Background: an optimization exercise with open tools, aiming at small area. Do not read the settings as production practice. Only simulation tests tie the RTL to the original design; equivalence was not proved. Power figures rest on the tool's default switching activity, not on a simulated workload.

**design.v**
```verilog
module cb_lookup (
    input  wire [7:0]  b,
    output wire [11:0] g
);
    wire d0_0 = ~b[3] & ~b[7] & ~b[0];
    wire d0_1 = ~b[3] & ~b[7] & b[0];
    wire d0_2 = ~b[3] & b[7] & ~b[0];
    wire d0_3 = ~b[3] & b[7] & b[0];
    wire d0_4 = b[3] & ~b[7] & ~b[0];
    wire d0_5 = b[3] & ~b[7] & b[0];
    wire d0_6 = b[3] & b[7] & ~b[0];
    wire d0_7 = b[3] & b[7] & b[0];
    wire d1_0 = ~b[5] & ~b[6] & ~b[2];
    wire d1_1 = ~b[5] & ~b[6] & b[2];
    wire d1_2 = ~b[5] & b[6] & ~b[2];
    wire d1_3 = ~b[5] & b[6] & b[2];
    wire d1_4 = b[5] & ~b[6] & ~b[2];
    wire d1_5 = b[5] & ~b[6] & b[2];
    wire d1_6 = b[5] & b[6] & ~b[2];
    wire d1_7 = b[5] & b[6] & b[2];
    wire t114 = ~b[1];
    wire t113 = b[4];
    wire t112 = (~b[4] & ~t114) | (b[4] & t114);
    wire t111 = ~b[4] | (b[4] & ~t114);
    wire t110 = (~b[4] & t114) | b[4];
    wire t109 = (~b[4] & t114);
    wire t108 = ~b[4] | (b[4] & t114);
    wire t107 = (d1_2 & t111) | (d1_3 & t111) | (d1_4 & t112) | (d1_5 & ~t111) | (d1_6 & t111);
    wire t106 = (d1_0 & ~t108) | (d1_3 & ~t111) | (d1_4 & ~t111);
    wire t105 = (d1_2 & ~t110) | (d1_3 & ~t110) | (d1_4 & ~t113) | (d1_5 & ~t108);
    wire t104 = (d1_0 & ~t110) | (d1_1 & ~t114) | (d1_6 & ~t110) | (d1_7 & t112);
    wire t103 = (d1_1 & ~t110) | (d1_5 & ~t110) | (d1_7 & ~t110);
    wire t102 = (d1_2 & ~t110) | (d1_3 & ~t113) | (d1_4 & ~t113) | (d1_5 & ~t110) | (d1_7 & ~t110);
    wire t101 = (d1_1 & t109) | (d1_2 & ~t111) | (d1_3 & ~t111) | (d1_4 & ~t110) | (d1_5 & ~t110);
    wire t100 = (d1_2 & ~t108) | d1_4 | (d1_5 & ~t114) | (d1_6 & t112) | (d1_7 & t109);
    wire t99 = (d1_0 & ~t110) | (d1_1 & ~t112) | (d1_2 & t111) | d1_3 | (d1_4 & ~t109) | (d1_5 & t112) | d1_6 | d1_7;
    wire t98 = (d1_0 & ~t112) | (d1_1 & ~t113) | (d1_2 & t112) | (d1_3 & ~t109) | (d1_4 & t114) | (d1_5 & ~t108) | (d1_6 & t112) | (d1_7 & ~t112);
    wire t97 = (d1_0 & t109) | (d1_1 & ~t112) | (d1_2 & ~t109) | (d1_3 & t112) | (d1_4 & t108) | (d1_5 & ~t112) | (d1_7 & ~t114);
    wire t96 = (d1_0 & t108) | (d1_1 & ~t114) | (d1_2 & ~t112) | (d1_3 & t110) | (d1_4 & t111) | (d1_5 & t108) | (d1_6 & t112) | (d1_7 & ~t109);
    wire t95 = (d1_0 & t112) | (d1_1 & ~t114) | (d1_2 & t112) | (d1_3 & ~t109) | (d1_4 & t108) | (d1_5 & ~t113) | d1_6 | (d1_7 & t111);
    wire t94 = (d1_0 & t110) | (d1_1 & t110) | (d1_2 & ~t113) | (d1_3 & ~t113) | d1_4 | (d1_5 & ~t113) | (d1_6 & ~t113) | (d1_7 & ~t109);
    wire t93 = (d1_1 & ~t112) | (d1_2 & t110) | (d1_3 & t110) | (d1_4 & t111) | (d1_5 & t108) | (d1_6 & ~t112) | (d1_7 & ~t113);
    wire t92 = (d1_0 & t111) | (d1_1 & t110) | (d1_2 & ~t109) | (d1_3 & t108) | d1_4 | (d1_5 & t111) | (d1_6 & t108) | (d1_7 & t110);
    wire t91 = (d1_0 & ~t108) | (d1_2 & ~t111) | (d1_3 & t109) | (d1_4 & ~t108) | (d1_6 & ~t112);
    wire t90 = (d1_0 & ~t110) | (d1_1 & t114) | (d1_2 & ~t113) | (d1_3 & t110) | (d1_4 & t113) | (d1_5 & ~t108) | (d1_7 & ~t108);
    wire t89 = (d1_1 & t111) | (d1_4 & ~t110) | (d1_7 & ~t111);
    wire t88 = (d1_3 & ~t114) | (d1_4 & ~t110) | (d1_6 & t111);
    wire t87 = (d1_1 & ~t110) | (d1_3 & t109) | (d1_5 & t109) | (d1_6 & t113) | (d1_7 & ~t110);
    wire t86 = (d1_0 & t111) | (d1_4 & t110) | (d1_6 & t109) | (d1_7 & t109);
    wire t85 = (d1_0 & ~t114) | (d1_1 & ~t108) | (d1_2 & ~t114) | (d1_3 & ~t110) | (d1_4 & t114) | (d1_5 & ~t108) | (d1_7 & t109);
    wire t84 = (d1_0 & t109) | (d1_2 & ~t114) | (d1_3 & t109) | (d1_6 & ~t108);
    wire t83 = (d1_0 & ~t108) | (d1_1 & t113) | (d1_2 & t110) | (d1_3 & t111) | (d1_4 & t111) | (d1_5 & ~t109) | (d1_6 & ~t112) | (d1_7 & ~t113);
    wire t82 = (d1_0 & t111) | (d1_1 & t108) | (d1_2 & ~t113) | (d1_3 & t110) | (d1_4 & t113) | (d1_5 & ~t114) | (d1_6 & t111) | d1_7;
    wire t81 = (d1_0 & t112) | d1_1 | (d1_2 & ~t114) | (d1_4 & ~t109) | (d1_5 & ~t112) | (d1_6 & t110) | (d1_7 & t110);
    wire t80 = (d1_0 & ~t113) | (d1_1 & t111) | (d1_2 & t114) | (d1_3 & ~t109) | d1_4 | (d1_5 & t110) | d1_6 | (d1_7 & t108);
    wire t79 = (d1_0 & ~t109) | (d1_1 & t112) | (d1_3 & t108) | d1_5 | (d1_6 & t113) | (d1_7 & ~t114);
    wire t78 = (d1_0 & t111) | (d1_2 & ~t108) | (d1_3 & t111) | d1_4 | (d1_5 & ~t109) | (d1_6 & t111) | (d1_7 & t109);
    wire t77 = d1_0 | d1_1 | d1_2 | (d1_3 & ~t109) | d1_4 | (d1_5 & t113) | d1_6 | (d1_7 & t110);
    wire t76 = (d1_0 & t108) | (d1_1 & ~t112) | (d1_2 & ~t109) | (d1_3 & t108) | (d1_4 & t108) | (d1_5 & t108) | (d1_6 & ~t112) | (d1_7 & t113);
    wire t75 = (d1_2 & t109) | (d1_3 & ~t108) | (d1_6 & ~t114) | (d1_7 & ~t108);
    wire t74 = (d1_0 & t109) | (d1_1 & ~t108) | (d1_2 & t109) | (d1_4 & ~t113) | (d1_5 & ~t113) | (d1_6 & ~t110) | (d1_7 & ~t110);
    wire t73 = (d1_0 & t109) | (d1_2 & ~t111) | (d1_3 & ~t108) | (d1_4 & ~t108) | (d1_5 & t109) | (d1_6 & ~t108) | (d1_7 & t109);
    wire t72 = (d1_0 & ~t110) | (d1_3 & t114) | (d1_4 & t109);
    wire t71 = (d1_2 & ~t110) | (d1_4 & ~t111) | (d1_5 & t112) | (d1_6 & ~t114);
    wire t70 = (d1_0 & t113) | (d1_1 & ~t111) | (d1_2 & t113) | (d1_3 & ~t111) | (d1_4 & ~t110) | (d1_7 & ~t110);
    wire t69 = (d1_0 & t108) | (d1_2 & ~t111) | (d1_3 & ~t110) | (d1_6 & t109);
    wire t68 = (d1_1 & ~t114) | (d1_3 & t114) | (d1_5 & t109) | (d1_7 & t112);
    wire t67 = (d1_0 & t110) | (d1_1 & t108) | d1_2 | d1_3 | d1_4 | (d1_5 & t110) | (d1_6 & ~t109) | (d1_7 & ~t108);
    wire t66 = (d1_0 & ~t113) | (d1_1 & ~t108) | d1_2 | (d1_3 & t108) | d1_4 | d1_5 | (d1_6 & ~t113) | (d1_7 & ~t113);
    wire t65 = (d1_0 & t114) | (d1_1 & t114) | (d1_2 & t113) | (d1_3 & t111) | (d1_4 & t111) | (d1_5 & t109) | (d1_6 & ~t109) | (d1_7 & t111);
    wire t64 = (d1_0 & ~t109) | (d1_1 & t111) | (d1_2 & ~t109) | (d1_3 & t114) | (d1_4 & t110) | (d1_5 & ~t113) | (d1_6 & ~t109) | (d1_7 & ~t113);
    wire t63 = (d1_0 & ~t113) | (d1_1 & ~t113) | (d1_2 & ~t109) | (d1_3 & ~t110) | (d1_4 & t108) | (d1_5 & t112) | (d1_6 & ~t109) | (d1_7 & ~t109);
    wire t62 = d1_0 | (d1_1 & t113) | (d1_2 & t110) | (d1_3 & t112) | d1_4 | (d1_5 & ~t108) | (d1_6 & t111) | (d1_7 & t108);
    wire t61 = (d1_0 & t108) | (d1_1 & t113) | d1_2 | (d1_3 & ~t114) | (d1_4 & ~t113) | (d1_5 & ~t112) | (d1_6 & t111) | (d1_7 & t113);
    wire t60 = (d1_0 & ~t109) | d1_1 | (d1_2 & ~t113) | (d1_3 & t114) | (d1_4 & t112) | (d1_5 & ~t112) | (d1_6 & t110) | d1_7;
    wire t59 = (d1_1 & ~t111) | (d1_2 & ~t110) | (d1_3 & ~t111) | (d1_4 & ~t110) | (d1_5 & t109) | (d1_6 & ~t111);
    wire t58 = (d1_1 & ~t110) | (d1_3 & ~t110) | (d1_4 & t114) | (d1_5 & ~t111) | (d1_7 & t110);
    wire t57 = (d1_0 & t109) | (d1_1 & ~t111) | (d1_2 & ~t108) | (d1_7 & ~t113);
    wire t56 = (d1_1 & t114) | (d1_2 & t109) | (d1_4 & t114) | (d1_5 & ~t110) | (d1_6 & t109) | (d1_7 & t109);
    wire t55 = (d1_0 & t112) | (d1_2 & t113) | (d1_5 & ~t114) | (d1_6 & ~t110);
    wire t54 = (d1_0 & t109) | (d1_1 & ~t110) | (d1_3 & t111);
    wire t53 = (d1_1 & ~t109) | (d1_4 & ~t113) | (d1_5 & t113) | (d1_6 & t110) | (d1_7 & ~t110);
    wire t52 = (d1_3 & ~t111) | (d1_4 & ~t111);
    wire t51 = (d1_0 & t110) | (d1_1 & t112) | (d1_2 & ~t109) | (d1_3 & ~t109) | (d1_4 & ~t114) | d1_5 | d1_6 | d1_7;
    wire t50 = (d1_0 & ~t109) | (d1_1 & ~t114) | d1_2 | (d1_3 & ~t109) | (d1_4 & t110) | (d1_5 & ~t111) | (d1_6 & t111) | d1_7;
    wire t49 = (d1_0 & t114) | d1_1 | (d1_2 & ~t112) | d1_3 | (d1_4 & ~t114) | d1_5 | (d1_6 & t109) | (d1_7 & t108);
    wire t48 = (d1_0 & t111) | (d1_1 & t108) | (d1_2 & t114) | (d1_3 & ~t112) | d1_4 | (d1_5 & ~t113) | (d1_6 & t114) | (d1_7 & t110);
    wire t47 = (d1_0 & t112) | (d1_1 & ~t109) | (d1_2 & t113) | (d1_3 & t114) | d1_4 | d1_5 | (d1_6 & t111) | (d1_7 & t112);
    wire t46 = (d1_0 & ~t113) | (d1_1 & ~t113) | (d1_2 & ~t109) | d1_3 | (d1_4 & t108) | (d1_5 & t114) | (d1_6 & ~t110) | (d1_7 & ~t113);
    wire t45 = (d1_0 & t111) | d1_1 | (d1_2 & t112) | (d1_3 & t114) | d1_4 | d1_5 | (d1_6 & t110) | (d1_7 & t111);
    wire t44 = (d1_0 & t112) | (d1_1 & ~t109) | (d1_2 & ~t112) | (d1_3 & t113) | (d1_4 & t113) | (d1_5 & ~t112) | (d1_6 & t114) | (d1_7 & t112);
    wire t43 = (d1_0 & t114) | (d1_1 & ~t108) | (d1_2 & ~t108) | (d1_3 & ~t109) | (d1_4 & ~t114) | (d1_5 & ~t113);
    wire t42 = (d1_0 & ~t110) | (d1_3 & ~t108) | (d1_5 & ~t110) | (d1_7 & t109);
    wire t41 = (d1_3 & t109) | (d1_4 & t109) | (d1_5 & t109) | (d1_7 & t113);
    wire t40 = (d1_2 & ~t108) | (d1_3 & t109) | (d1_4 & t110) | (d1_5 & ~t108) | (d1_6 & ~t108) | (d1_7 & ~t111);
    wire t39 = (d1_0 & t112) | (d1_1 & ~t111) | (d1_2 & t114) | (d1_4 & ~t114) | (d1_6 & t110) | (d1_7 & t111);
    wire t38 = (d1_0 & ~t110) | (d1_1 & ~t108) | (d1_3 & ~t111) | (d1_4 & ~t111) | (d1_5 & ~t108) | (d1_6 & ~t113);
    wire t37 = (d1_0 & t109) | (d1_1 & ~t114) | (d1_3 & t109) | (d1_4 & ~t108) | (d1_6 & ~t110) | (d1_7 & ~t112);
    wire t36 = (d1_0 & ~t108) | (d1_4 & ~t110) | (d1_6 & t109);
    wire t35 = (d1_0 & t108) | (d1_1 & t110) | (d1_2 & ~t112) | d1_3 | (d1_4 & ~t109) | (d1_5 & t108) | d1_6 | (d1_7 & t114);
    wire t34 = (d1_0 & ~t114) | (d1_1 & t114) | (d1_2 & ~t113) | d1_3 | d1_4 | (d1_5 & t108) | (d1_6 & ~t114) | (d1_7 & t110);
    wire t33 = (d1_0 & t110) | (d1_1 & ~t108) | d1_2 | (d1_3 & t111) | (d1_4 & t110) | (d1_5 & t111) | (d1_6 & t109) | (d1_7 & t110);
    wire t32 = (d1_0 & ~t109) | (d1_1 & ~t109) | (d1_2 & ~t109) | (d1_3 & t109) | (d1_4 & t110) | (d1_5 & t113) | (d1_6 & t110) | (d1_7 & t112);
    wire t31 = (d1_0 & ~t109) | (d1_1 & t113) | (d1_2 & t114) | d1_3 | (d1_4 & ~t109) | (d1_5 & t108) | (d1_6 & t110) | d1_7;
    wire t30 = (d1_0 & t111) | (d1_1 & t110) | (d1_2 & t109) | (d1_3 & ~t111) | (d1_4 & t108) | (d1_5 & ~t114) | (d1_6 & t111) | (d1_7 & t109);
    wire t29 = (d1_0 & t114) | (d1_1 & ~t109) | (d1_2 & t109) | (d1_3 & ~t113) | d1_4 | (d1_5 & t114) | (d1_6 & ~t109) | (d1_7 & ~t112);
    wire t28 = d1_0 | (d1_1 & t112) | d1_2 | (d1_3 & t110) | d1_4 | (d1_5 & t109) | d1_6 | (d1_7 & ~t113);
    wire t27 = (d1_0 & ~t112) | (d1_1 & ~t113) | (d1_3 & ~t110) | (d1_7 & t109);
    wire t26 = (d1_0 & t109) | (d1_4 & ~t108) | (d1_6 & t109);
    wire t25 = (d1_0 & ~t108) | (d1_1 & t113) | (d1_4 & ~t108) | (d1_5 & t108) | (d1_6 & t109);
    wire t24 = (d1_0 & ~t113) | (d1_2 & ~t110) | (d1_5 & ~t113) | (d1_7 & ~t108);
    wire t23 = (d1_0 & t109) | (d1_1 & t113) | (d1_4 & t109) | (d1_6 & t109) | (d1_7 & ~t111);
    wire t22 = (d1_1 & ~t108) | (d1_4 & t109);
    wire t21 = (d1_1 & t114) | (d1_2 & ~t108) | (d1_4 & ~t112) | (d1_5 & t109) | (d1_6 & t112) | (d1_7 & ~t111);
    wire t20 = (d1_0 & t114) | (d1_1 & ~t113) | (d1_2 & t112) | (d1_4 & t110) | (d1_5 & t113) | (d1_6 & t114) | (d1_7 & t114);
    wire t19 = d1_0 | d1_1 | (d1_2 & ~t110) | (d1_3 & ~t114) | (d1_4 & ~t114) | (d1_5 & t111) | (d1_6 & t113) | (d1_7 & t109);
    wire t18 = (d1_0 & ~t112) | (d1_1 & ~t113) | (d1_2 & ~t109) | (d1_3 & ~t112) | d1_4 | (d1_5 & ~t114) | (d1_6 & t109) | (d1_7 & t114);
    wire t17 = (d1_0 & ~t114) | (d1_1 & t110) | (d1_2 & t111) | (d1_3 & t113) | (d1_4 & ~t112) | (d1_5 & t108) | (d1_6 & t114) | (d1_7 & t110);
    wire t16 = (d1_0 & t108) | (d1_1 & ~t113) | (d1_2 & t112) | d1_3 | (d1_4 & t110) | (d1_5 & t108) | (d1_6 & t111) | (d1_7 & ~t109);
    wire t15 = (d1_0 & ~t112) | d1_1 | d1_2 | (d1_4 & t111) | (d1_5 & t112) | d1_6 | (d1_7 & t108);
    wire t14 = (d1_0 & ~t113) | d1_1 | (d1_2 & ~t109) | (d1_3 & t110) | (d1_4 & t109) | (d1_5 & ~t111) | (d1_6 & ~t111) | (d1_7 & ~t109);
    wire t13 = (d1_0 & ~t109) | d1_1 | (d1_2 & t111) | (d1_3 & t112) | d1_4 | (d1_5 & ~t112) | (d1_6 & t112) | (d1_7 & t113);
    wire t12 = d1_0 | (d1_1 & t108) | d1_2 | (d1_3 & t109) | d1_4 | (d1_5 & t110) | (d1_6 & t108) | (d1_7 & t110);
    wire t11 = (d0_0 & t100) | (d0_1 & t101) | (d0_2 & t102) | (d0_3 & t103) | (d0_4 & t104) | (d0_5 & t105) | (d0_6 & t106) | (d0_7 & t107);
    wire t10 = (d0_0 & t92) | (d0_1 & t93) | (d0_2 & t94) | (d0_3 & t95) | (d0_4 & t96) | (d0_5 & t97) | (d0_6 & t98) | (d0_7 & t99);
    wire t9 = (d0_0 & t84) | (d0_1 & t85) | (d0_2 & t86) | (d0_3 & t87) | (d0_4 & t88) | (d0_5 & t89) | (d0_6 & t90) | (d0_7 & t91);
    wire t8 = (d0_0 & t76) | (d0_1 & t77) | (d0_2 & t78) | (d0_3 & t79) | (d0_4 & t80) | (d0_5 & t81) | (d0_6 & t82) | (d0_7 & t83);
    wire t7 = (d0_0 & t68) | (d0_1 & t69) | (d0_2 & t70) | (d0_3 & t71) | (d0_4 & t72) | (d0_5 & t73) | (d0_6 & t74) | (d0_7 & t75);
    wire t6 = (d0_0 & t60) | (d0_1 & t61) | (d0_2 & t62) | (d0_3 & t63) | (d0_4 & t64) | (d0_5 & t65) | (d0_6 & t66) | (d0_7 & t67);
    wire t5 = (d0_0 & t52) | (d0_1 & t53) | (d0_2 & t54) | (d0_3 & t55) | (d0_4 & t56) | (d0_5 & t57) | (d0_6 & t58) | (d0_7 & t59);
    wire t4 = (d0_0 & t44) | (d0_1 & t45) | (d0_2 & t46) | (d0_3 & t47) | (d0_4 & t48) | (d0_5 & t49) | (d0_6 & t50) | (d0_7 & t51);
    wire t3 = (d0_0 & t36) | (d0_1 & t37) | (d0_2 & t38) | (d0_3 & t39) | (d0_4 & t40) | (d0_5 & t41) | (d0_6 & t42) | (d0_7 & t43);
    wire t2 = (d0_0 & t28) | (d0_1 & t29) | (d0_2 & t30) | (d0_3 & t31) | (d0_4 & t32) | (d0_5 & t33) | (d0_6 & t34) | (d0_7 & t35);
    wire t1 = (d0_0 & t20) | (d0_1 & t21) | (d0_2 & t22) | (d0_3 & t23) | (d0_4 & t24) | (d0_5 & t25) | (d0_6 & t26) | (d0_7 & t27);
    wire t0 = (d0_0 & t12) | (d0_1 & t13) | (d0_2 & t14) | (d0_3 & t15) | (d0_4 & t16) | (d0_5 & t17) | (d0_6 & t18) | (d0_7 & t19);
    assign g[0] = t0;
    assign g[1] = t1;
    assign g[2] = t2;
    assign g[3] = t3;
    assign g[4] = t4;
    assign g[5] = t5;
    assign g[6] = t6;
    assign g[7] = t7;
    assign g[8] = t8;
    assign g[9] = t9;
    assign g[10] = t10;
    assign g[11] = t11;
endmodule
module cb_rlookup (
    input  wire [11:0] g,
    output wire        hit,
    output wire [7:0]  b
);
    wire z0 = ~g[0];
    wire p0 = g[0] & ~g[1];
    wire m0 = g[1];
    wire z1 = ~g[2];
    wire p1 = g[2] & ~g[3];
    wire m1 = g[3];
    wire z2 = ~g[4];
    wire p2 = g[4] & ~g[5];
    wire m2 = g[5];
    wire z3 = ~g[6];
    wire p3 = g[6] & ~g[7];
    wire m3 = g[7];
    wire z4 = ~g[8];
    wire p4 = g[8] & ~g[9];
    wire m4 = g[9];
    wire z5 = ~g[10];
    wire p5 = g[10] & ~g[11];
    wire m5 = g[11];
    wire e0_0 = z5 & z2;
    wire e0_1 = z5 & p2;
    wire e0_2 = z5 & m2;
    wire e0_3 = p5 & z2;
    wire e0_4 = p5 & p2;
    wire e0_5 = p5 & m2;
    wire e0_6 = m5 & z2;
    wire e0_7 = m5 & p2;
    wire e0_8 = m5 & m2;
    wire e2_0 = z1 & z4;
    wire e2_1 = z1 & p4;
    wire e2_2 = z1 & m4;
    wire e2_3 = p1 & z4;
    wire e2_4 = p1 & p4;
    wire e2_5 = p1 & m4;
    wire e2_6 = m1 & z4;
    wire e2_7 = m1 & p4;
    wire e2_8 = m1 & m4;
    wire t176 = p0;
    wire t175 = m0;
    wire t174 = p0 | m0;
    wire t173 = e2_1 | e2_4 | e2_5;
    wire t172 = e2_3 | (e2_4 & ~t175) | e2_5;
    wire t171 = e2_0 | e2_1 | e2_7;
    wire t170 = (e2_0 & t174) | (e2_1 & ~t176) | (e2_4 & t174) | e2_5 | e2_6 | e2_7;
    wire t169 = e2_1 | e2_3 | (e2_4 & ~t175) | e2_6 | e2_7;
    wire t168 = e2_4 | (e2_5 & ~t174) | e2_6 | e2_7;
    wire t167 = e2_0 | e2_3 | (e2_4 & ~t175) | (e2_5 & t174) | e2_6;
    wire t166 = e2_0 | e2_1 | (e2_3 & ~t174) | (e2_4 & t174) | e2_5 | e2_7;
    wire t165 = (e2_0 & ~t174) | (e2_4 & ~t176) | e2_5;
    wire t164 = e2_1 | e2_3 | (e2_4 & t174) | (e2_5 & ~t174);
    wire t163 = e2_0 | (e2_1 & t174) | e2_3 | (e2_4 & ~t175) | e2_5;
    wire t162 = e2_0 | (e2_1 & t174) | (e2_3 & t175) | (e2_4 & ~t176) | (e2_5 & ~t174) | (e2_7 & ~t174);
    wire t161 = e2_0 | e2_3 | (e2_5 & ~t175) | e2_6 | e2_7;
    wire t160 = e2_0 | (e2_4 & ~t175) | e2_6;
    wire t159 = e2_0 | (e2_3 & ~t174) | e2_4 | e2_7;
    wire t158 = (e2_0 & ~t174) | (e2_3 & t174) | (e2_4 & ~t175) | (e2_5 & ~t175) | e2_7;
    wire t157 = (e2_0 & t174) | (e2_1 & ~t176) | (e2_3 & ~t175) | e2_7;
    wire t156 = (e2_3 & ~t175) | (e2_4 & ~t174) | e2_6 | e2_7;
    wire t155 = (e2_0 & ~t174) | e2_1 | e2_3 | e2_4 | e2_6 | (e2_7 & t174);
    wire t154 = e2_0 | (e2_1 & t174) | (e2_3 & ~t174) | e2_4 | (e2_7 & ~t176) | e2_8;
    wire t153 = (e2_0 & t176) | (e2_1 & ~t174) | (e2_3 & t176) | (e2_4 & ~t175) | (e2_5 & ~t174) | e2_6 | e2_8;
    wire t152 = (e2_0 & ~t174) | e2_1 | (e2_4 & ~t174) | (e2_5 & ~t174) | (e2_7 & ~t176) | e2_8;
    wire t151 = e2_0 | (e2_1 & t175) | (e2_3 & t175) | (e2_4 & t176) | e2_5 | e2_7;
    wire t150 = (e2_1 & ~t175) | e2_2 | e2_3 | (e2_4 & ~t176) | e2_5 | e2_7;
    wire t149 = (e2_0 & t176) | (e2_1 & t175) | (e2_3 & ~t175) | (e2_5 & t176) | e2_6 | (e2_7 & ~t175);
    wire t148 = (e2_0 & ~t174) | (e2_3 & t174) | e2_4 | (e2_5 & ~t176) | e2_6 | (e2_7 & ~t176) | e2_8;
    wire t147 = (e2_0 & t175) | (e2_1 & t176) | (e2_2 & ~t174) | e2_3 | (e2_4 & t174) | e2_6;
    wire t146 = (e2_0 & ~t175) | (e2_1 & ~t176) | (e2_3 & ~t176) | (e2_4 & t175) | (e2_5 & ~t174) | e2_6 | (e2_7 & ~t176) | e2_8;
    wire t145 = (e2_0 & t174) | e2_1 | (e2_3 & ~t175) | e2_5 | e2_6;
    wire t144 = (e2_1 & ~t174) | (e2_3 & ~t174) | (e2_4 & t174) | (e2_7 & t174);
    wire t143 = e2_0 | (e2_1 & t174) | (e2_3 & t176) | e2_4 | e2_6;
    wire t142 = (e2_0 & ~t174) | e2_1 | e2_2 | e2_3 | (e2_4 & ~t176) | (e2_5 & t174) | (e2_7 & t174);
    wire t141 = e2_2 | (e2_3 & t176) | e2_4 | e2_7;
    wire t140 = e2_0 | (e2_1 & ~t174) | e2_2 | (e2_3 & ~t175) | (e2_4 & ~t174) | e2_6 | (e2_7 & t174);
    wire t139 = e2_0 | (e2_1 & ~t174) | (e2_3 & ~t174) | e2_5 | e2_6 | (e2_7 & ~t174) | e2_8;
    wire t138 = (e2_0 & ~t175) | (e2_3 & ~t174) | (e2_4 & ~t174) | (e2_5 & t174) | (e2_7 & ~t176);
    wire t137 = (e2_0 & t175) | e2_1 | (e2_3 & ~t176) | (e2_4 & ~t174) | e2_6 | e2_7 | e2_8;
    wire t136 = (e2_0 & t176) | (e2_1 & t175) | e2_2 | (e2_4 & ~t174) | (e2_5 & t174) | (e2_7 & t176) | (e2_8 & t174);
    wire t135 = (e2_4 & t174) | e2_5 | e2_6 | (e2_7 & ~t175) | (e2_8 & t174);
    wire t134 = (e2_0 & t175) | (e2_2 & t174) | (e2_3 & t175) | (e2_5 & t175) | e2_6 | (e2_8 & t174);
    wire t133 = (e2_0 & ~t175) | e2_1 | (e2_4 & ~t175) | (e2_5 & ~t174) | e2_6 | (e2_7 & t175);
    wire t132 = (e2_0 & t176) | (e2_3 & ~t175) | (e2_4 & ~t176) | (e2_5 & ~t174) | (e2_7 & t176) | e2_8;
    wire t131 = (e2_0 & t175) | (e2_1 & ~t175) | (e2_3 & t175) | e2_4 | (e2_5 & t174) | e2_6 | (e2_7 & ~t175) | e2_8;
    wire t130 = e2_0 | (e2_1 & t174) | (e2_2 & t174) | (e2_3 & ~t174) | (e2_4 & ~t174) | (e2_5 & t174) | e2_6 | e2_7 | e2_8;
    wire t129 = (e2_0 & ~t176) | (e2_2 & ~t174) | (e2_3 & t174) | (e2_4 & ~t176) | (e2_5 & t175) | e2_8;
    wire t128 = (e2_0 & t174) | (e2_1 & t174) | (e2_2 & ~t174) | (e2_3 & ~t176) | (e2_5 & ~t174) | e2_7 | e2_8;
    wire t127 = (e2_1 & ~t174) | e2_2 | (e2_3 & ~t176) | (e2_4 & ~t174) | e2_6 | (e2_7 & ~t175);
    wire t126 = (e2_0 & t174) | e2_2 | (e2_3 & t174) | (e2_4 & t174) | e2_5 | e2_6 | (e2_7 & t175) | e2_8;
    wire t125 = e2_0 | e2_1 | (e2_2 & t174) | (e2_3 & ~t174) | (e2_4 & ~t175) | (e2_5 & ~t174) | (e2_7 & t174) | e2_8;
    wire t124 = (e2_0 & t175) | e2_2 | (e2_3 & ~t174) | (e2_4 & t174) | (e2_5 & t176) | e2_7 | e2_8;
    wire t123 = (e2_0 & ~t174) | e2_1 | e2_2 | (e2_3 & ~t175) | (e2_4 & ~t176) | (e2_5 & t176) | (e2_7 & ~t176) | e2_8;
    wire t122 = e2_2 | (e2_3 & ~t176) | (e2_4 & ~t175) | (e2_5 & ~t174) | e2_6 | (e2_7 & t174);
    wire t121 = e2_1 | e2_2 | e2_3;
    wire t120 = e2_0 | (e2_1 & t174) | (e2_3 & t175) | (e2_4 & ~t175) | e2_5 | (e2_7 & t174);
    wire t119 = (e2_0 & ~t174) | (e2_1 & ~t175) | (e2_4 & ~t174) | (e2_5 & ~t174) | (e2_7 & ~t174) | e2_8;
    wire t118 = (e2_0 & t174) | (e2_1 & t174) | e2_2 | (e2_3 & t175) | (e2_4 & t176) | (e2_5 & ~t174) | e2_6 | (e2_7 & ~t174);
    wire t117 = e2_0 | (e2_1 & t174) | (e2_3 & ~t175) | e2_5;
    wire t116 = e2_0 | (e2_1 & ~t175) | e2_2 | e2_3 | (e2_4 & t174) | (e2_5 & ~t174) | e2_6 | (e2_7 & ~t174);
    wire t115 = (e2_0 & t174) | (e2_1 & ~t174) | e2_2 | e2_4 | (e2_5 & t174) | (e2_7 & ~t175);
    wire t114 = (e2_1 & t174) | (e2_4 & ~t176) | (e2_5 & ~t174) | (e2_7 & ~t174) | e2_8;
    wire t113 = (e2_0 & ~t174) | (e2_1 & ~t175) | (e2_3 & t174) | (e2_5 & t174) | (e2_7 & t176) | e2_8;
    wire t112 = e2_0 | e2_1 | e2_2 | (e2_3 & ~t175) | e2_6 | (e2_7 & t174);
    wire t111 = e2_0 | (e2_3 & t174) | (e2_4 & ~t174) | (e2_5 & t175) | (e2_7 & t174);
    wire t110 = e2_0 | (e2_1 & t175) | e2_2 | e2_3 | (e2_4 & t174) | (e2_6 & ~t174) | (e2_7 & t174);
    wire t109 = (e2_0 & ~t176) | (e2_1 & ~t175) | (e2_3 & ~t174) | (e2_6 & ~t174) | (e2_7 & t174) | e2_8;
    wire t108 = (e2_0 & ~t174) | (e2_1 & t174) | e2_2 | e2_3 | e2_4 | e2_5 | e2_6 | (e2_7 & t174) | e2_8;
    wire t107 = (e2_0 & t174) | (e2_2 & ~t175) | (e2_3 & ~t176) | (e2_4 & ~t174) | (e2_6 & t175) | (e2_7 & ~t174) | e2_8;
    wire t106 = (e2_0 & t174) | (e2_1 & t176) | (e2_2 & ~t175) | (e2_4 & t175) | (e2_5 & ~t174) | e2_7 | e2_8;
    wire t105 = (e2_0 & t174) | (e2_1 & ~t175) | e2_2 | (e2_3 & t176) | (e2_5 & ~t175) | e2_6 | e2_7 | (e2_8 & t174);
    wire t104 = (e2_2 & t176) | (e2_3 & t174) | (e2_6 & ~t174) | (e2_7 & t174);
    wire t103 = (e2_1 & ~t175) | e2_2 | (e2_4 & ~t174) | e2_5 | e2_6 | e2_7;
    wire t102 = (e2_1 & ~t174) | (e2_2 & t175) | (e2_3 & t175) | e2_4 | e2_7 | (e2_8 & t174);
    wire t101 = (e2_0 & ~t174) | (e2_1 & ~t174) | e2_3 | (e2_4 & ~t176) | (e2_5 & ~t174) | (e2_6 & t174) | (e2_7 & ~t175) | (e2_8 & t174);
    wire t100 = (e2_0 & t174) | (e2_1 & ~t174) | (e2_2 & t174) | (e2_3 & ~t174) | e2_4 | e2_6 | e2_8;
    wire t99 = (e2_0 & ~t176) | (e2_1 & ~t174) | (e2_2 & ~t174) | (e2_3 & ~t174) | (e2_4 & t174) | (e2_5 & ~t174) | (e2_6 & t174) | e2_7 | (e2_8 & ~t174);
    wire t98 = (e2_0 & t174) | (e2_1 & t176) | (e2_2 & t174) | (e2_3 & ~t176) | (e2_4 & ~t175) | (e2_5 & t174) | (e2_6 & t176) | (e2_7 & ~t176) | (e2_8 & t174);
    wire t97 = (e2_0 & t174) | e2_1 | e2_2 | (e2_3 & ~t174) | (e2_4 & t174) | (e2_5 & t175) | (e2_6 & t176) | (e2_7 & t176) | (e2_8 & t174);
    wire t96 = (e2_0 & t175) | (e2_1 & ~t175) | e2_2 | (e2_3 & t175) | (e2_4 & t176) | (e2_5 & t174) | e2_7 | (e2_8 & t174);
    wire t95 = (e2_0 & t176) | (e2_1 & ~t174) | (e2_3 & ~t176) | (e2_4 & ~t176) | e2_5 | e2_6 | e2_7 | (e2_8 & ~t174);
    wire t94 = e2_0 | (e2_1 & ~t175) | (e2_2 & t174) | e2_3 | e2_4 | e2_5 | (e2_6 & ~t174) | (e2_7 & ~t175) | e2_8;
    wire t93 = e2_0 | (e2_1 & t174) | (e2_2 & ~t176) | (e2_3 & t175) | e2_5 | (e2_6 & t174) | e2_8;
    wire t92 = (e2_0 & ~t175) | (e2_1 & t175) | (e2_2 & ~t175) | (e2_3 & t174) | (e2_4 & t176) | (e2_5 & ~t174) | (e2_6 & ~t174) | e2_7;
    wire t91 = (e2_0 & ~t174) | (e2_1 & t174) | (e2_3 & t175) | e2_5 | (e2_7 & t174);
    wire t90 = (e2_0 & t176) | (e2_1 & t176) | (e2_2 & ~t176) | (e2_3 & ~t176) | e2_4 | (e2_5 & t174) | (e2_6 & t176) | (e2_7 & t174);
    wire t89 = (e2_0 & t174) | (e2_1 & t174) | (e2_2 & ~t176) | (e2_3 & ~t174) | (e2_4 & ~t175) | (e2_5 & t174) | e2_6 | (e2_7 & ~t174) | (e2_8 & ~t174);
    wire t88 = (e2_0 & t175) | (e2_1 & ~t175) | (e2_3 & t175) | (e2_5 & ~t175) | (e2_6 & ~t174) | e2_7;
    wire t87 = (e2_0 & ~t176) | (e2_1 & t176) | e2_2 | (e2_3 & t175) | (e2_4 & ~t174) | e2_6 | e2_7;
    wire t86 = e2_0 | (e2_1 & ~t175) | (e2_2 & t175) | (e2_3 & ~t174) | (e2_4 & ~t175) | (e2_5 & t175) | (e2_6 & ~t174) | e2_7 | e2_8;
    wire t85 = e2_0 | e2_1 | (e2_2 & t176) | (e2_3 & t175) | (e2_4 & ~t174) | (e2_5 & ~t175) | (e2_6 & t175) | e2_7;
    wire t84 = e2_0 | (e2_1 & t176) | (e2_2 & t174) | (e2_3 & ~t174) | (e2_5 & t174) | e2_7 | e2_8;
    wire t83 = (e2_0 & t175) | e2_2 | (e2_3 & ~t176) | (e2_4 & ~t175) | (e2_5 & ~t176) | (e2_7 & ~t176) | e2_8;
    wire t82 = (e2_0 & ~t176) | (e2_3 & ~t175) | (e2_4 & ~t175) | (e2_5 & t174) | e2_6 | (e2_7 & ~t175) | e2_8;
    wire t81 = e2_0 | e2_1 | (e2_3 & t175) | (e2_4 & ~t174) | (e2_5 & ~t175) | (e2_7 & ~t176) | e2_8;
    wire t80 = (e2_0 & ~t175) | (e2_1 & ~t174) | (e2_3 & ~t175) | e2_4 | (e2_5 & t174) | (e2_6 & t174) | (e2_7 & t176);
    wire t79 = (e2_0 & ~t176) | (e2_1 & t176) | e2_2 | e2_3 | (e2_4 & ~t176) | (e2_5 & ~t175) | (e2_6 & t174) | (e2_7 & t175) | e2_8;
    wire t78 = (e2_0 & ~t174) | (e2_1 & ~t176) | (e2_3 & ~t174) | (e2_4 & ~t175) | (e2_6 & t174) | (e2_7 & t175) | e2_8;
    wire t77 = (e2_0 & t176) | e2_1 | e2_2 | e2_3 | (e2_4 & ~t175) | (e2_5 & t175) | e2_6 | (e2_7 & ~t175) | e2_8;
    wire t76 = (e2_0 & t174) | (e2_1 & t174) | e2_2 | e2_3 | e2_4 | (e2_5 & ~t176) | e2_6 | (e2_7 & t176) | e2_8;
    wire t75 = e2_0 | (e2_1 & ~t176) | (e2_2 & ~t175) | e2_3 | (e2_4 & ~t176) | (e2_5 & ~t176) | (e2_6 & ~t176) | (e2_7 & t174) | e2_8;
    wire t74 = (e2_0 & t174) | (e2_1 & t175) | (e2_2 & t176) | (e2_3 & t174) | (e2_4 & ~t175) | (e2_5 & t176) | (e2_6 & t176) | e2_7 | (e2_8 & ~t175);
    wire t73 = (z3 & t87) | (p3 & ~t74) | m3;
    wire t72 = (z3 & t92) | (p3 & ~t156) | m3;
    wire t71 = (p3 & t138);
    wire t70 = (z3 & ~t75) | (p3 & t139) | m3;
    wire t69 = (z3 & ~t74) | (p3 & t170) | m3;
    wire t68 = (z3 & t133) | (p3 & t167);
    wire t67 = (z3 & ~t128) | (p3 & t127) | m3;
    wire t66 = (z3 & t172) | (p3 & t169) | m3;
    wire t65 = (z3 & t171) | (p3 & ~t155);
    wire t64 = (z3 & ~t78) | (p3 & t149) | (m3 & t126);
    wire t63 = (z3 & ~t89) | (p3 & t155) | (m3 & t81);
    wire t62 = (z3 & t165) | (p3 & t111) | (m3 & ~t83);
    wire t61 = (z3 & t83) | (p3 & t153) | (m3 & ~t112);
    wire t60 = (z3 & t164) | (p3 & t110) | (m3 & ~t133);
    wire t59 = (z3 & t163) | (p3 & t109) | (m3 & t114);
    wire t58 = (z3 & t91) | (p3 & t154) | (m3 & t93);
    wire t57 = (z3 & t82) | (p3 & t148) | (m3 & t139);
    wire t56 = (z3 & t153) | (p3 & t115) | (m3 & ~t173);
    wire t55 = (z3 & t140) | (p3 & t108) | (m3 & ~t76);
    wire t54 = (z3 & t157) | (p3 & t152) | (m3 & t75);
    wire t53 = (z3 & t151) | (p3 & t114) | (m3 & t133);
    wire t52 = (z3 & t150) | (p3 & t113) | (m3 & t112);
    wire t51 = (z3 & ~t90) | (p3 & t149) | (m3 & t84);
    wire t50 = (z3 & t96) | (p3 & t148) | (m3 & ~t83);
    wire t49 = (z3 & t147) | (p3 & t112) | (m3 & t173);
    wire t48 = (z3 & ~t142) | (p3 & ~t147) | (m3 & t130);
    wire t47 = (z3 & t105) | (p3 & t146) | (m3 & ~t114);
    wire t46 = (z3 & t101) | (p3 & t129) | (m3 & t89);
    wire t45 = (z3 & t131) | (p3 & t162) | (m3 & t88);
    wire t44 = (z3 & t168) | (p3 & ~t134) | (m3 & t124);
    wire t43 = (z3 & ~t126) | (p3 & t125) | (m3 & t92);
    wire t42 = (z3 & t167) | (p3 & t124) | (m3 & t90);
    wire t41 = (z3 & t152) | (p3 & t123) | (m3 & ~t143);
    wire t40 = (z3 & ~t84) | (p3 & t122) | (m3 & t95);
    wire t39 = (z3 & t166) | (p3 & t97) | (m3 & ~t79);
    wire t38 = (z3 & t161) | (p3 & t107) | (m3 & t92);
    wire t37 = (z3 & t146) | (p3 & t86) | (m3 & t90);
    wire t36 = (z3 & t160) | (p3 & t106);
    wire t35 = (z3 & t159) | (p3 & t105) | (m3 & ~t136);
    wire t34 = (z3 & t158) | (p3 & t104) | (m3 & t137);
    wire t33 = (z3 & ~t129) | (p3 & t85) | (m3 & ~t146);
    wire t32 = (z3 & t157) | (p3 & t103) | (m3 & ~t123);
    wire t31 = (z3 & t156) | (p3 & t102) | (m3 & t100);
    wire t30 = (z3 & t101) | (p3 & t139) | (m3 & ~t170);
    wire t29 = (z3 & t100) | (p3 & t138) | (m3 & ~t144);
    wire t28 = (z3 & t99) | (p3 & t137) | (m3 & t154);
    wire t27 = (z3 & t98) | (p3 & t132) | (m3 & ~t168);
    wire t26 = (z3 & t97) | (p3 & t136) | (m3 & t87);
    wire t25 = (z3 & t94) | (p3 & t121) | (m3 & ~t107);
    wire t24 = (z3 & t96) | (p3 & t135) | (m3 & t119);
    wire t23 = (z3 & t95) | (p3 & t134) | (m3 & t84);
    wire t22 = (z3 & t133) | (p3 & t93) | (m3 & t133);
    wire t21 = (z3 & t132) | (p3 & t92) | (m3 & t145);
    wire t20 = (z3 & t131) | (p3 & t91) | (m3 & t144);
    wire t19 = (z3 & t130) | (p3 & t90) | (m3 & t143);
    wire t18 = (z3 & t129) | (p3 & t89) | (m3 & ~t98);
    wire t17 = (z3 & t128) | (p3 & t88) | (m3 & ~t106);
    wire t16 = (z3 & t127) | (p3 & t84) | (m3 & t142);
    wire t15 = (z3 & t126) | (p3 & t87) | (m3 & t141);
    wire t14 = (z3 & t120) | (p3 & t83) | (m3 & t95);
    wire t13 = (z3 & t119) | (p3 & t82) | (m3 & t140);
    wire t12 = (z3 & t118) | (p3 & t81) | (m3 & ~t162);
    wire t11 = (z3 & t80) | (p3 & t77) | (m3 & t117);
    wire t10 = (z3 & t79) | (p3 & t76) | (m3 & t116);
    wire t9 = (z3 & t75) | (p3 & t74) | (m3 & t78);
    wire t8 = (e0_0 & t56) | (e0_1 & t22) | (e0_2 & t68) | (e0_3 & t38) | (e0_4 & t30) | (e0_5 & t64) | (e0_6 & t73) | (e0_7 & t48) | (e0_8 & t33);
    wire t7 = (e0_0 & t55) | (e0_1 & t21) | (e0_2 & ~t55) | (e0_3 & t37) | (e0_4 & t29) | (e0_5 & t63) | (e0_6 & t72) | (e0_7 & t47) | (e0_8 & ~t42);
    wire t6 = (e0_0 & t54) | (e0_1 & t20) | (e0_2 & t67) | (e0_3 & t36) | (e0_4 & t28) | (e0_5 & t62) | (e0_6 & ~t53) | (e0_7 & t46) | (e0_8 & t42);
    wire t5 = (e0_0 & t53) | (e0_1 & t19) | (e0_2 & t60) | (e0_3 & t35) | (e0_4 & t27) | (e0_5 & t61) | (e0_6 & t71) | (e0_7 & t45) | (e0_8 & ~t43);
    wire t4 = (e0_0 & t52) | (e0_1 & t18) | (e0_2 & t66) | (e0_3 & t34) | (e0_4 & t26) | (e0_5 & t60) | (e0_6 & ~t52) | (e0_7 & t44) | (e0_8 & t16);
    wire t3 = (e0_0 & t51) | (e0_1 & t17) | (e0_2 & ~t62) | (e0_3 & t33) | (e0_4 & t25) | (e0_5 & t59) | (e0_6 & ~t49) | (e0_7 & t43) | (e0_8 & t25);
    wire t2 = (e0_0 & t50) | (e0_1 & t16) | (e0_2 & t65) | (e0_3 & t32) | (e0_4 & t24) | (e0_5 & t58) | (e0_6 & t56) | (e0_7 & t42) | (e0_8 & t37);
    wire t1 = (e0_0 & t49) | (e0_1 & t15) | (e0_2 & ~t59) | (e0_3 & t31) | (e0_4 & t23) | (e0_5 & t57) | (e0_6 & t70) | (e0_7 & t41) | (e0_8 & ~t41);
    wire t0 = (e0_0 & t12) | (e0_1 & t10) | (e0_2 & t39) | (e0_3 & t11) | (e0_4 & t9) | (e0_5 & t13) | (e0_6 & t40) | (e0_7 & t14) | (e0_8 & t69);
    assign b[0] = t1;
    assign b[1] = t2;
    assign b[2] = t3;
    assign b[3] = t4;
    assign b[4] = t5;
    assign b[5] = t6;
    assign b[6] = t7;
    assign b[7] = t8;
    assign hit = t0;
endmodule
module balance_step (
    input  wire [11:0] g,
    output wire        pos,
    output wire        neg
);
  wire new_n15, new_n16, new_n17, new_n18, new_n19, new_n20, new_n21, new_n22, new_n23, new_n24, new_n25, new_n26, new_n27, new_n28, new_n29, new_n30, new_n31, new_n32, new_n33, new_n34, new_n35, new_n36, new_n37, new_n38, new_n39, new_n40, new_n41, new_n42, new_n43, new_n44, new_n45, new_n46, new_n47, new_n48, new_n49, new_n50, new_n51, new_n52, new_n53, new_n54, new_n56, new_n57, new_n58, new_n59, new_n60;
  assign new_n15 = g[6] & ~g[7];
  assign new_n16 = ~g[2] & ~g[4];
  assign new_n17 = g[2] & g[4];
  assign new_n18 = ~new_n16 & ~new_n17;
  assign new_n19 = ~g[0] & ~new_n18;
  assign new_n20 = g[0] & new_n18;
  assign new_n21 = ~new_n19 & ~new_n20;
  assign new_n22 = ~g[6] & new_n21;
  assign new_n23 = ~new_n15 & ~new_n22;
  assign new_n24 = g[6] & ~new_n21;
  assign new_n25 = ~new_n22 & ~new_n24;
  assign new_n26 = ~g[8] & new_n25;
  assign new_n27 = g[8] & ~g[9];
  assign new_n28 = ~new_n26 & ~new_n27;
  assign new_n29 = ~new_n23 & ~new_n28;
  assign new_n30 = g[2] & g[3];
  assign new_n31 = g[4] & g[5];
  assign new_n32 = ~new_n16 & ~new_n31;
  assign new_n33 = ~new_n30 & new_n32;
  assign new_n34 = new_n30 & new_n31;
  assign new_n35 = g[0] & ~g[1];
  assign new_n36 = ~new_n19 & ~new_n35;
  assign new_n37 = ~new_n34 & ~new_n36;
  assign new_n38 = ~new_n33 & ~new_n37;
  assign new_n39 = ~new_n29 & new_n38;
  assign new_n40 = new_n23 & new_n28;
  assign new_n41 = new_n34 & new_n36;
  assign new_n42 = ~new_n40 & ~new_n41;
  assign new_n43 = new_n33 & ~new_n36;
  assign new_n44 = ~new_n42 & ~new_n43;
  assign new_n45 = ~new_n39 & ~new_n44;
  assign new_n46 = ~new_n40 & new_n43;
  assign new_n47 = new_n29 & ~new_n38;
  assign new_n48 = g[10] & ~g[11];
  assign new_n49 = g[8] & ~new_n25;
  assign new_n50 = ~new_n26 & ~new_n49;
  assign new_n51 = ~g[10] & new_n50;
  assign new_n52 = ~new_n48 & ~new_n51;
  assign new_n53 = ~new_n47 & new_n52;
  assign new_n54 = ~new_n46 & new_n53;
  assign pos = new_n45 & ~new_n54;
  assign new_n56 = ~new_n45 & ~new_n48;
  assign new_n57 = new_n39 & ~new_n42;
  assign new_n58 = g[10] & ~new_n50;
  assign new_n59 = ~new_n57 & ~new_n58;
  assign new_n60 = ~new_n56 & new_n59;
  assign neg = ~pos & ~new_n60;
endmodule
module codec8b6t (
    input  wire        clk,
    input  wire        rst,         
    input  wire        in_valid,
    input  wire [2:0]  in_op,
    input  wire        in_first,    
    input  wire [7:0]  in_byte,
    input  wire [11:0] in_group,
    input  wire        in_dc,
    input  wire [1:0]  in_stream,
    output wire        out_valid,
    output wire [11:0] out_group,
    output wire [7:0]  out_byte,
    output wire        out_hit,
    output wire [1:0]  out_weight,
    output wire        out_dc,
    output wire [1:0]  out_stream,
    output wire [2:0]  out_bal
);
    wire op_enc = (in_op == 3'b000);
    wire op_dec = (in_op == 3'b001);
    wire op_inv = (in_op == 3'b110);
    wire op_bal = (in_op == 3'b111);
    wire frame  = ~in_op[2] & ~in_op[1];         
    reg  [2:0] dc;
    reg  [1:0] last;
    reg        valid_q;
    reg  [11:0] res_g;      
    reg         res_f;      
    wire [2:0] dc_cur = in_first ? 3'b000 : dc;
    wire [1:0] enc_s  = (in_first | last[1]) ? 2'd0 : {last[0], ~last[0]};
    wire [1:0] frame_s = in_op[0] ? in_stream : enc_s;
    wire       dc_s   = frame_s[1] ? dc_cur[2] : frame_s[0] ? dc_cur[1] : dc_cur[0];
    wire [11:0] cw;
    cb_lookup u_lookup (.b(in_byte), .g(cw));
    wire [11:0] g = (~in_op[2] & ~in_op[0]) ? cw : in_group;
    wire pos, neg;
    balance_step u_weight (.g(g), .pos(pos), .neg(neg));
    wire dcb    = op_bal ? in_dc : dc_s;
    wire inv_bal = neg | (pos & dcb);
    wire inv_sel = op_inv | ((frame | op_bal) & inv_bal);
    wire dc_out = ~neg & (pos ? ~dcb : dcb);
    reg [11:0] g_out;
    integer k;
    always @*
        for (k = 0; k < 6; k = k + 1) begin
            g_out[2*k]   = g[2*k];
            g_out[2*k+1] = g[2*k+1] ^ (inv_sel & g[2*k]);
        end
    wire       rl_hit;
    wire [7:0] rl_byte;
    wire [11:0] g_rl = {g_out[11], in_group[10], g_out[9], in_group[8],
                        g_out[7], in_group[6], g_out[5], in_group[4],
                        g_out[3], in_group[2], g_out[1], in_group[0]};
    cb_rlookup u_rlookup (.g(g_rl), .hit(rl_hit), .b(rl_byte));
    wire miss = in_op[0] & ~in_op[1] & ~in_op[2] ? (pos & dc_s) : neg;
    wire hit  = rl_hit & ~miss;
    wire sel_byte = in_op[0] & ~in_op[2];         
    wire sel_w    = in_op[2] & ~in_op[1];         
    wire [11:0] res_g_n = {g_out[11:10],
                           sel_w ? {neg, pos | neg} : g_out[9:8],
                           sel_byte ? rl_byte : g_out[7:0]};
    wire res_f_n = (in_op[2] & in_op[1]) ? dc_out : hit;
    assign out_valid  = valid_q;
    assign out_group  = res_g;
    assign out_byte   = res_g[7:0];
    assign out_weight = res_g[9:8];
    assign out_hit    = res_f;
    assign out_dc     = res_f;
    assign out_stream = last;
    assign out_bal    = dc;
    always @(posedge clk) begin
        res_g <= res_g_n;
        res_f <= res_f_n;
        if (rst) begin
            valid_q <= 1'b0;
            dc      <= 3'b000;
            last    <= 2'd2;
        end else begin
            valid_q <= in_valid;
            if (in_valid & frame) begin
                dc[0] <= (frame_s == 2'd0) ? dc_out : dc_cur[0];
                dc[1] <= (frame_s == 2'd1) ? dc_out : dc_cur[1];
                dc[2] <= frame_s[1]        ? dc_out : dc_cur[2];
                if (op_enc)
                    last <= enc_s;
                else if (in_first)
                    last <= 2'd2;
            end
        end
    end
endmodule
```
**flow/run.sh**
```bash
#!/bin/bash
# Own layout flow: the standard synthesis with an area-only ABC mapping
# script (flow/synth.tcl, flow/area.abc), then the standard layout steps,
# with port buffers of the smallest buffer cell.
set -euo pipefail
W=$(pwd)
R=$W/orfs/results/$FLOW_PLATFORM/codec8b6t/base
export FLOW_FLOW_DIR=$W/flow
make -C "$FLOW_HOME" DESIGN_CONFIG=$W/config.mk WORK_HOME=$W/orfs CLKGATE_MAP_FILE= \
  SYNTH_SCRIPT=$W/flow/synth.tcl $R/1_2_yosys.v > synth.log 2>&1
# every input and output port still gets a buffer, the smallest one
export BUFFER_PORTS_ARGS="-buffer_cell sky130_fd_sc_hd__buf_1"
bash standard.sh > layout.log 2>&1
```
**flow/area.abc**
```
strash; &get -n; &dc2; &dch -f; &nf -R 1000; &put; topo
```
**flow/synth.tcl**
```tcl
# The standard synthesis (synth_recipe.tcl), with one change: the final
# technology mapping runs flow/area.abc, an area-only ABC script, in place of
# ORFS's speed script. Registers, their cells and names are unchanged.
proc synth {args} { yosys synth -nofsm -noshare {*}$args }
proc abc {args} {
  set i [lsearch -exact $args -script]
  if {$i >= 0} { lset args [expr {$i + 1}] $::env(FLOW_FLOW_DIR)/area.abc }
  set j [lsearch -exact $args -D]
  if {$j >= 0} { set args [lreplace $args $j [expr {$j + 1}]] }
  yosys abc {*}$args
}
# no full/half-adder extraction: ABC maps that logic with the rest
proc extract_fa {args} {}
source $::env(SCRIPTS_DIR)/synth.tcl
# left out here: clear keep_hierarchy, flatten, clean up, hide names made inside functions, write 1_2_yosys.v
```
**standard.sh**
```bash
#!/bin/bash
# synth_recipe.tcl (not shown) runs the flow's synth.tcl, then flattens the netlist and writes it again
# the make line also repeats each setting of config.mk as NAME=value (left out here)
make -C /OpenROAD-flow-scripts/flow DESIGN_CONFIG=/design/flow/config.mk WORK_HOME=/design/flow/orfs CLKGATE_MAP_FILE= SYNTH_SCRIPT=/design/flow/synth_recipe.tcl "${@:-finish}"
```
**config.mk**
```make
export PLATFORM = sky130hd
export DESIGN_NAME = codec8b6t
export DESIGN_NICKNAME = codec8b6t
export VERILOG_FILES = /design/flow/design.v
export SDC_FILE = /design/flow/constraint.sdc
export NUM_CORES = 4
export LEC_CHECK = 0
export CAP_MARGIN = 20
export CORE_MARGIN = 2
export CORE_UTILIZATION = 35
export CTS_BUF_LIST = sky130_fd_sc_hd__clkbuf_4 sky130_fd_sc_hd__clkbuf_8
export GPL_TIMING_DRIVEN = 0
export PLACE_DENSITY = 0.5
export SETUP_SLACK_MARGIN = 1.0
export SLEW_MARGIN = 20
```
**constraint.sdc**
```tcl
create_clock -name core_clock -period 15.0 [get_ports {clk}]
set_input_delay 3.0000 -clock core_clock [delete_from_list [all_inputs] [get_ports {clk}]]
set_output_delay 3.0000 -clock core_clock [all_outputs]
set_load 0.01 [all_outputs]
```
==> qor.csv, run 1 <==
metric,value,unit
outcome,no timing/DRC/antenna violations,
setup_tns,0,ns
coreArea,17200,µm²
diodes,0,
cts_root_buffer,clkbuf_8,
syn_avg_cell_area,5.66,µm²
synth_area_leaders,"nor2_1 (13%), nand2_1 (11%), a21oi_1 (7.2%), o21ai_0 (6.6%), dfxtp_1 (6.2%)",
place_inst,1381,
io_pins,60,
critPathBufInv,2,
cap_violations,0,
clock_path_buffers,2,
ys_ff_latch,19,
hold_class,reg -> reg,
cts_max_level,1,
nets,1191,
grt_setup_unrepaired,no,
netlist_instances,1086,
holdPathEnd,dc[0]$_SDFFE_PP0P_,
drv_slew,0,
antenna_found_initial,0,
grt_pass1_wl,64400,µm
synth_cell_types,58,
yosysMostFrequentCell,nor2_1,
fin_skew,0.00551,ns
worstReg2RegEnd,res_g[0]$_DFF_P_,
synth-edff-count,0,
cts_tree,done,
vias,11309,
postRouteAntennaNets,0,
leakage,2.41,nW
crit_required,15.07,ns
cp-end-kind,flop,
wl_per_cell,32.1,µm
cp-start-kind,input port,
r2r_cells,23,
vdd_drop_max,0.0677,mV
rows,48,
numCtsBuffers,3,
die_w,136,µm
post_cts_buffers,0,
holdWs,0.469,ns
fin_util,40.4,%
fin_crit_sh,91.5,%
track_usage,46.3,%
powerDensity,108,nW/µm²
grt_overflow_total,0,
stdcell_count,1385,
io_buffers,59,
slew_headroom,10.7,%
setup_violations,0,
gp_congestion,1.17,
worstPathArrival,13.78,ns
grt_pass1_vias,10073,
worst_path_most_repeated_cell,o21ai_0,
seq_area_frac_synth,6.19,%
timing.rr.start,last[1]$_SDFFE_PP1P_,
drive_gt1_share,4.57,%
clock_sinks,19,
yosys_warnings,1,
reg2reg_slack,8.17,ns
synth_top_area_cell,nor2_1,
initial_core_util,35.6,%
crit_fanout,31,
route.final.wire_length,44500,µm
drt_iter0_markers,3438,
cts_hold_buf,0,
synth_area,6140,µm²
area_growth,13.4,%
worst_path_largest_cell_delay,1.19,ns
fmax,0.0729,GHz
synth-main-ff-cell,dfxtp_1,
finalCriticalPeriod,13.72,ns
p_total,0.751,mW
worst_skew_pair.late_latency,0.25,ns
dp_hpwl,32200,µm
synth_top_area_share,13.1,%
avgViaCountPerCell,8.17,
clkTransAtPathRegs,0.07,ns
synthesis.nets,1116,
route.detailed.drc,0,
hp-start,dc[0]$_SDFFE_PP0P_,
async_flop_share,0,%
crit_type,in -> reg,
hold_viol_final,0,
critPathTopFamily,simple AND/OR/NAND/NOR gates,
die_area,18600,µm²
grt_max_degree,38,
synth_common_cells,"nor2_1 (215), nand2_1 (172), a21oi_1 (88), o21ai_0 (81), nor3_1 (54)",
min_delay_path_depth,2,
drt-pass1-iter-count,17,
worst_pin_slew,1.33,ns
die_y,136,µm
crit_slowest_cell,nor4_1,
-- final cells by class --
cell class / count / area, µm²
Multi-Input combinational cell: 1044 / 5750
Clock buffer: 3 / 41.3
Fill cell: 2014 / 10300
Clock inverter: 1 / 5.00
Inverter: 12 / 45.0
Tap cell: 225 / 282
Sequential cell: 19 / 380
Timing Repair Buffer: 70 / 387
Buffer: 11 / 82.6
-- kinds of logic (layout without fill, tap and decap cells) --
family | count (synthesis) | after routing | synth area share [%]
AO/OA/AOI/OAI | 377 | 377 | 39.8
buffers and inverters | 23 | 97 | 2.08
XOR/XNOR | 11 | 11 | 1.57
AND/OR/NAND/NOR | 651 | 651 | 49.6
multiplexers | 5 | 5 | 0.835
flip-flops | 19 | 19 | 6.19
-- how the worst max path moves through the flow --
stage / startpoint / endpoint / slack (ns) / depth (start not counted)
6_report: in_byte[4] / res_g[6]$_DFF_P_ / 1.28 / 31
5_1_grt: in_byte[5] / res_g[6]$_DFF_P_ / 1.11 / 33
4_1_cts: in_byte[4] / res_g[0]$_DFF_P_ / 1.94 / 31
3_5_place_dp: in_byte[4] / res_g[0]$_DFF_P_ / 1.71 / 31
3_3_place_gp: in_byte[1] / res_g[0]$_DFF_P_ / -2.85 / 30
2_1_floorplan: in_byte[1] / res_g[0]$_DFF_P_ / 3.96 / 28
-- where the power goes --
part           switching, mW  internal [mW]
sequential           0.00426         0.0606
clock                 0.0158         0.0184
combinational          0.471          0.181
total                  0.491          0.260
-- worst register-to-register path: cells and delay by family (launching register included) --
| kind | cells | cell delay (ns) |
|---|---|---|
| AND/OR/NAND/NOR | 9 | 2.86 |
| flip-flops | 1 | 0.37 |
| buffers and inverters | 1 | 0.10 |
| AO/OA/AOI/OAI | 12 | 2.60 |
| XOR/XNOR | 1 | 0.76 |
-- metal layers --
layer	up-vias	share of wire, %	global-route usage (%)	wire [µm]
met4	6	7.9	19.5	3500
met1	5058	37	59.9	16300
met2	1358	35	57.4	15300
li1	4434	-	-	-
met3	453	21	31.4	9170
met5	-	0.31	4.44	136
-- state kept, by name, indices dropped and copies added, names as in the netlist --
register / flops
last: 2
res_g: 12
valid_q: 1
dc: 3
res_f: 1
-- per-stage QoR --
stage | instance area [µm²] | setup WS, ns
after floorplan | 6140 | 3.96
after global routing | 6970 | 1.11
after global placement | 6650 | -2.85
final | 6970 | 1.28
after CTS | 6950 | 1.94
after detailed placement | 6900 | 1.71
-- placed cells by master, fill, tap and decap left out, drive strengths merged, types with 10 or more instances in the layout --
cell type,n
o22ai,31
or2,14
buf,81
and2,10
o21ai,81
o221ai,13
a41oi,20
clkinv,13
nor2b,10
nor4,50
a221oi,12
a22oi,11
nand4,36
nand3,36
dfxtp,19
nand2,172
a21oi,88
nor2,215
nor3,54
and3,11
a31oi,44
nand2b,11
-- repair_timing --
item	CTS	global route
endpoints found under the hold margin	0	0
endpoints found under the setup margin	0	4
gates resized for setup	0	4
==> run 2: changes to the inputs <==
--- a/config.mk
+++ b/config.mk
@@ -7,3 +7,3 @@
 export LEC_CHECK = 0
-export CAP_MARGIN = 20
+export CAP_MARGIN = 10
 export CORE_MARGIN = 2
@@ -14,2 +14,2 @@
 export SETUP_SLACK_MARGIN = 1.0
-export SLEW_MARGIN = 20
+export SLEW_MARGIN = 10
==> qor.csv, run 2 <==
metric,value,unit
outcome,failed layout checks,
so.violations,"max-capacitance violations, max-slew violations",
gp_congestion,1.17,
syn_avg_cell_area,5.66,µm²
top_regs,"res_g (12), dc (3), last (2)",
critPathBufInv,1,
cap_violations,1,
rows,48,
netlist_instances,1086,
synth-main-ff-cell,dfxtp_1,
cts_root_buffer,clkbuf_8,
async_flop_share,0,%
numCtsBuffers,3,
cp-end-kind,flop,
largest_register_ffs,12,
drt-pass1-iter-count,20,
final_common_cell,nor2_1,
crit_required,15.11,ns
fin_crit_sh,93.3,%
grt_overflow_total,0,
regMostFlops,res_g,
initial_core_util,35.6,%
grt_pass1_vias,10041,
antenna_found_initial,1,
drv_slew,5,
synth_top_area_cell,nor2_1,
hold_viol_final,0,
route.detailed.drc,0,
grtUsageMet1,59.6,%
worstPathArrival,14.10,ns
drive_gt1_share,3.72,%
ys_ff_latch,19,
stdcell_count,1382,
postRouteAntennaNets,0,
track_usage,45.9,%
yosys_warnings,1,
worst_pin_slew,1.50,ns
route.final.wire_length,44700,µm
setup_violations,0,
avgViaCountPerCell,8.19,
io_buffers,59,
io_pins,60,
synth_area,6140,µm²
crit_fanout,18,
place_inst,1377,
grt_setup_unrepaired,no,
most-common-layout-cells,"nor2_1 (207), nand2_1 (172), a21oi_1 (88), o21ai_0 (81), buf_1 (56)",
synthesis.nets,1116,
worst_path_largest_cell_delay,0.97,ns
post_cts_resized,0,
synth_common_cells,"nor2_1 (215), nand2_1 (172), a21oi_1 (88), o21ai_0 (81), nor3_1 (54)",
leakage,2.38,nW
yosysMostFrequentCell,nor2_1,
die_w,136,µm
fmax,0.0715,GHz
seq_area_frac_synth,6.19,%
wl_per_cell,32.3,µm
finalCriticalPeriod,13.99,ns
vias,11319,
die_y,136,µm
nets,1187,
clock_sinks,19,
fin_skew,0.00528,ns
cp-start-kind,input port,
critPathTopFamily,simple AND/OR/NAND/NOR gates,
synth_area_leaders,"nor2_1 (13%), nand2_1 (11%), a21oi_1 (7.2%), o21ai_0 (6.6%), dfxtp_1 (6.2%)",
synth_cell_types,58,
powerDensity,109,nW/µm²
clock_path_buffers,2,
clkTransAtPathRegs,0.07,ns
post_cts_buffers,0,
coreArea,17200,µm²
grt_max_degree,44,
drt_iter0_markers,3080,
worst_skew_pair.late_latency,0.26,ns
use_met3,29.6,%
hold_class,reg -> reg,
synth-edff-count,0,
slew_headroom,-1.02,%
crit_slowest_cell,nor2_1,
setup_tns,0,ns
p_total,0.753,mW
cts_hold_buf,0,
grt_pass1_wl,63600,µm
grtUsageMet2,57.2,%
synth_top_area_share,13.1,%
fin_util,40.1,%
crit_type,in -> reg,
vdd_drop_max,0.0740,mV
cts_max_level,1,
dp_hpwl,32100,µm
busiest_layer,met1,
cts_tree,done,
die_area,18600,µm²
area_growth,12.5,%
==> run 2: layer usage <==
metal	vias to the layer above	share of wire (%)	wire length (µm)
li1	4431	-	-
met1	5013	37	16300
met2	1406	35	15400
met3	461	21	9220
met4	8	7.8	3490
met5	-	0.39	176
==> run 2: final timing paths <==
kind                   startpoint            endpoint  slack (ns)  cells past startpoint
max                    in_byte[6]    res_g[0]$_DFF_P_        1.01                     33
min            dc[0]$_SDFFE_PP0P_  dc[0]$_SDFFE_PP0P_        0.48                      2
max reg2reg  last[1]$_SDFFE_PP1P_    res_g[4]$_DFF_P_        7.68                     26
min reg2reg    dc[0]$_SDFFE_PP0P_  dc[0]$_SDFFE_PP0P_        0.48                      2
==> run 2: logic make-up after synthesis <==
kind of cell	share of synthesized area [%]
XOR/XNOR	1.57
buffers and inverters	2.08
flip-flops	6.19
AO/OA/AOI/OAI	39.8
AND/OR/NAND/NOR	49.6
multiplexers	0.835
==> run 2: power by group <==
group	switching, mW	internal [mW]	total (mW)	leakage [nW]
Sequential	0.00431	0.0606	0.0649	0.158
Clock	0.0169	0.0207	0.0376	0.0262
Combinational	0.472	0.179	0.650	2.20
==> run 2: metrics by stage <==
stage | setup WS (ns) | hold WS, ns | cell area (µm²)
after detailed placement | 1.41 | 0.468 | 6820
after floorplan | 3.96 | 0.482 | 6140
after global placement | -2.85 | 0.468 | 6650
after global routing | 1.03 | 0.496 | 6910
final | 1.01 | 0.475 | 6910
after CTS | 1.69 | 0.478 | 6870
==> run 2: tightest hold or removal path, cell delays in order (launching register included) <==
cell and delay (ns):
dfxtp_1 0.33, nand2_1 0.06, a21oi_1 0.05
==> run 2: area by class of cell <==
type / count / area, µm²
antenna: 1 / 2.50
fill: 1939 / 10300
timing repair buffer: 66 / 328
multi-input combinational: 1044 / 5740
buffer: 11 / 82.6
sequential: 19 / 380
clock buffer: 4 / 48.8
tap: 225 / 282
inverter: 12 / 45.0

[port drivers added, routing unchanged]
In the flow no input, the clock included, has a driving cell. The finished layouts below were timed again as built, in two steps. Step 1 sets driving cells, clkbuf_16 on the clock port and buf_2 on the other inputs (assumed; they add their load-dependent delay and slew). Step 2, shift: input delay + t, output delay - t, t = (earliest + latest rising clock arrival at the registers) / 2. This alone moves slack from input paths to output paths. a / b / c = ideal / step 1 / step 2; a / b = the first two.
| run | t, ns | setup slack, ns | worst setup path after step 2 | worst register clock-pin slew, ns |
|---|---|---|---|---|
| run 1 | 0.272 | 1.281 / 1.280 / 1.008 | input to register | 0.07 / 0.07 |
| run 2 | 0.285 | 1.009 / 1.011 / 0.725 | input to register | 0.07 / 0.07 |
The setup slack of run 2, which loses most, moves by +0.002 ns with the drivers and by -0.284 ns with both steps.
